What follows belongs to an exercise in optimizing a design on an open flow for small area, a short achievable clock period and few clock cycles; a production flow would make more cautious choices. Function was checked by simulation only, so behaviour that the tests miss may differ from the original. No activity file was given, so power comes from the tool's default toggle rates.

==> flow/design.v (excerpt) <==
module frame_sync_fsm (
    input  wire        clk,
    input  wire        rst,
    input  wire        in_valid,
    output wire        in_ready,
    input  wire [1:0]  in_kind,
    input  wire [31:0] in_data,
    output wire        out_valid,
    output reg  [31:0] out_data
);
    localparam [28:0] SYNC_HI = 29'h0B4B4B4A;   
    localparam CQ_D = 8;                        
    reg rst_q;
    always @(posedge clk) rst_q <= rst;
    reg  rdy;
    assign in_ready = rdy;
    wire acc    = in_valid & rdy;
    wire a_word = acc & (in_kind == 2'd0);
    wire a_eob  = acc & (in_kind == 2'd1);
    wire a_mark = acc & (in_kind[1] ^ in_kind[0]);
    wire shift  = a_word;
    wire rdy_n, al_n, busy_n, sb_n;    
    reg [31:0] win [0:7];       
    reg [31:0] crc;             
    reg        crc_ok;          
    reg [7:0]  sc;              
    reg [15:0] wcnt;            
    reg [3:0]  need;            
    reg        step_pend;
    reg        aligned;
    wire        sync   = sc[7];
    wire        flag   = win[0][31];
    wire [3:0]  ch     = win[0][27:24];
    wire        chv    = (ch < 4'd9);
  ...
Settings: LEC_CHECK=0, CAP_MARGIN=20, CORE_MARGIN=2, CORE_UTILIZATION=60, CTS_CLUSTER_DIAMETER=80, CTS_CLUSTER_SIZE=24, SLEW_MARGIN=20; clock period 30.0 ns.
standard.sh (not shown) runs the stock make flow with config.mk's settings and CLKGATE_MAP_FILE= SYNTH_SCRIPT=/design/flow/synth_recipe.tcl, a recipe that flattens the netlist after the stock synthesis.
==> flow/flow/run.sh <==
#!/bin/bash
# Layout flow: the standard ORFS flow (standard synthesis, floorplan, power
# grid, placement, CTS, routing) with two changes:
#  - the buffers every input and output port gets are buf_4 cells instead of
#    the delay-buffer cell buffer_ports picks by default;
#  - ORFS's timing repair (after CTS and after global routing) works until the
#    setup slack is 23 ns instead of stopping at 0 ns. The clock, its period
#    and all constraints are unchanged; this only makes the repair try harder.
# Each tool's full output stays in orfs/logs/; make's own output goes to
# flow_make.log.
set -euo pipefail
export BUFFER_PORTS_ARGS="-buffer_cell sky130_fd_sc_hd__buf_4"
export SETUP_SLACK_MARGIN=23
bash standard.sh > flow_make.log 2>&1
Testbench counts at the start, summed over its fixed seeds: cycles 58,936.
Next try:
--- a/flow/design.v
+++ b/flow/design.v
@@ -754,22 +754,22 @@
                     if (run_last) qs <= Q_IDLE;
                 end
             endcase
             snap_busy <= busy_n;
             sb        <= sb_n;
         end
     end
     assign      al_n     = step_fire ? ((aligned | sync) & ~o_loss) : aligned;
     wire        sp_n     = a_eob ? 1'b0 : shift ? (need_eff == 4'd1) : (step_pend & ~step_fire);
     wire [31:0] w0_n     = shift ? win[1] : win[0];
-    wire        sync_n   = shift ? (sc[6] & w_match & (in_data[2:0] == 3'd7)) : sc[7];
+    wire        msync_n  = shift ? sc[6] : sc[7];
     wire        chv_n    = (w0_n[27:24] < 4'd9);
     wire [2:0]  wl_n     = a_eob ? 3'd0 : shift ? (wcnt[2:0] + 3'd1) : wcnt[2:0];
-    wire        counts_n = sync_n | al_n | (wl_n == 3'd1);
-    wire        ev_n     = al_n & ~sync_n & (w0_n[31] | ~chv_n);
+    wire        counts_n = msync_n | al_n | (wl_n == 3'd1);
+    wire        ev_n     = al_n & (w0_n[31] | ~chv_n);
     wire [3:0]  cqn_n    = cqn + {3'd0, c_push} - {3'd0, c_pop};
     wire        cqfull_n = (cqn_n == CQ_D);
     assign      busy_n   = snap_load | (snap_busy & ~snap_done);
     assign      sb_n     = busy_n & ~((qs == Q_ERR) & (qi[3:0] == 4'd11));
     wire        mkp_n    = a_mark | (mk_pend & ~mark);
     assign      rdy_n    = ~(sp_n & ((counts_n & cqfull_n) | (ev_n & sb_n))) & ~(mkp_n & cqfull_n);
 endmodule
What happened: Cell area barely changes; worst setup slack is better by 0.26 ns; synthesized area decreases slightly; global-route usage increases by 5.0 points; fmax increases by a few percent.
Testbench counts after the change, summed over its fixed seeds: cycles 59,071.

--- another note on this design; it stands on its own ---

== old ==
Design frame_sync_fsm, start of the top module:
module frame_sync_fsm (
    input  wire        clk,
    input  wire        rst,
    input  wire        in_valid,
    output wire        in_ready,
    input  wire [1:0]  in_kind,
    input  wire [31:0] in_data,
    output wire        out_valid,
    output reg  [31:0] out_data
);
Settings: LEC_CHECK=0, CAP_MARGIN=20, CORE_MARGIN=2, CORE_UTILIZATION=60, CTS_CLUSTER_DIAMETER=80, CTS_CLUSTER_SIZE=24, SLEW_MARGIN=20; clock period 30.0 ns.
run.sh (not shown) runs the stock make flow with config.mk's settings and CLKGATE_MAP_FILE= SYNTH_SCRIPT=/design/flow/synth_recipe.tcl, a recipe that flattens the netlist after the stock synthesis.
Testbench counts of old, summed over its fixed seeds: cycles 58,936.
diff inputs: old => new
==> flow/flow/run.sh (new file) <==
#!/bin/bash
# Layout flow: the standard ORFS flow (standard synthesis, floorplan, power
# grid, placement, CTS, routing) with one change: the buffers that every input
# and output port gets are buf_4 cells instead of the delay-buffer cell that
# buffer_ports picks by default. Each tool's full output stays in orfs/logs/;
# make's own output goes to flow_make.log.
set -euo pipefail
export BUFFER_PORTS_ARGS="-buffer_cell sky130_fd_sc_hd__buf_4"
bash standard.sh > flow_make.log 2>&1
==> flow/standard.sh (new file) <==
#!/bin/bash
# synth_recipe.tcl (not shown) runs the flow's synth.tcl, then flattens the netlist and writes it again
# the make line also repeats each setting of config.mk as NAME=value (left out here)
make -C /OpenROAD-flow-scripts/flow DESIGN_CONFIG=/design/flow/config.mk WORK_HOME=/design/flow/orfs CLKGATE_MAP_FILE= SYNTH_SCRIPT=/design/flow/synth_recipe.tcl "${@:-finish}"
removed: flow/run.sh
- Of new and old, the run reporting the lower fraction of layout instances using a drive strength above 1 was old.
- Between old and new, the multi-input logic area does not differ in any meaningful way.
- In the metrics for new and old, the one carrying the higher average vias per placed instance is new.
- Final worst-path cycle share: new vs old down 0.87 points
- Compared to old, new has final critical-path required period 0.26 ns lower.
- new | status: complete | timing, DRC, antenna: pass

========
frame_sync_fsm, a different RTL version from the one above (not shown whole).
For scale: roughly 10000 cells after synthesis, about 71 I/O pins, roughly 130000 sq um of cells after synthesis.
make LEC_CHECK=0 CAP_MARGIN=20 CORE_MARGIN=2 CORE_UTILIZATION=55 CTS_CLUSTER_DIAMETER=100 CTS_CLUSTER_SIZE=30 SLEW_MARGIN=20 finish   # period 30.0 ns
Stock flow here: none of the scripts above is used.
Testbench counts at the start, summed over its fixed seeds: cycles 58,981.
Rerun with:
- CTS_BUF_LIST: unset -> sky130_fd_sc_hd__clkbuf_8
- CTS_CLUSTER_DIAMETER: 100 -> unset
- CTS_CLUSTER_SIZE: 30 -> 20
After rerunning:
- The new run finished with timing, DRC and antenna clean
- power went up by about a fifth
- non-clock buffer count increases by 2
- utilization increases by 3.2 points
- wire length is higher by a few percent
- cell count climbs by a few percent
- via count goes up by a few percent
- sequential power is about the same

static timing again, ports no longer ideal:
No port has a modelled driver above. Below, the same layouts with a new extraction and two added sets of constraints.
Step 1, drivers: a clkbuf_16 drives clk and a buf_2 each remaining input, both assumed.
Step 2 times the ports against the registers' clock, not the clock port: input delays grow and output delays shrink by t, the midpoint of the rising clock arrivals with the driver on.
a / b / c = ideal ports / drivers / drivers and shift; a / b = the first two.
run | t, ns | slack for setup (ns) | worst setup path after step 2 | clock arrival spread, ns | pins driven straight from the clock port
the first run of note 1 | 0.978 | 22.255 / 22.283 / 21.305 | input to register | 0.084 / 0.085 | 1
the second run of note 1 | 0.980 | 22.516 / 22.423 / 22.077 | input to register | 0.069 / 0.069 | 1
old | 0.980 | 16.565 / 16.565 / 16.565 | register to register | 0.127 / 0.127 | 1
new | 0.980 | 16.825 / 16.825 / 16.825 | register to register | 0.102 / 0.102 | 1
the first run of note 3 | 0.994 | 22.129 / 22.028 / 21.764 | input to register | 0.109 / 0.109 | 1
the second run of note 3 | 1.236 | 21.898 / 21.788 / 21.769 | input to register | 0.170 / 0.170 | 1
After both steps setup and hold are still met in every run listed. For the first run of note 1, which loses most, drivers alone change the setup slack by +0.028 ns; drivers and shift together by -0.950 ns.
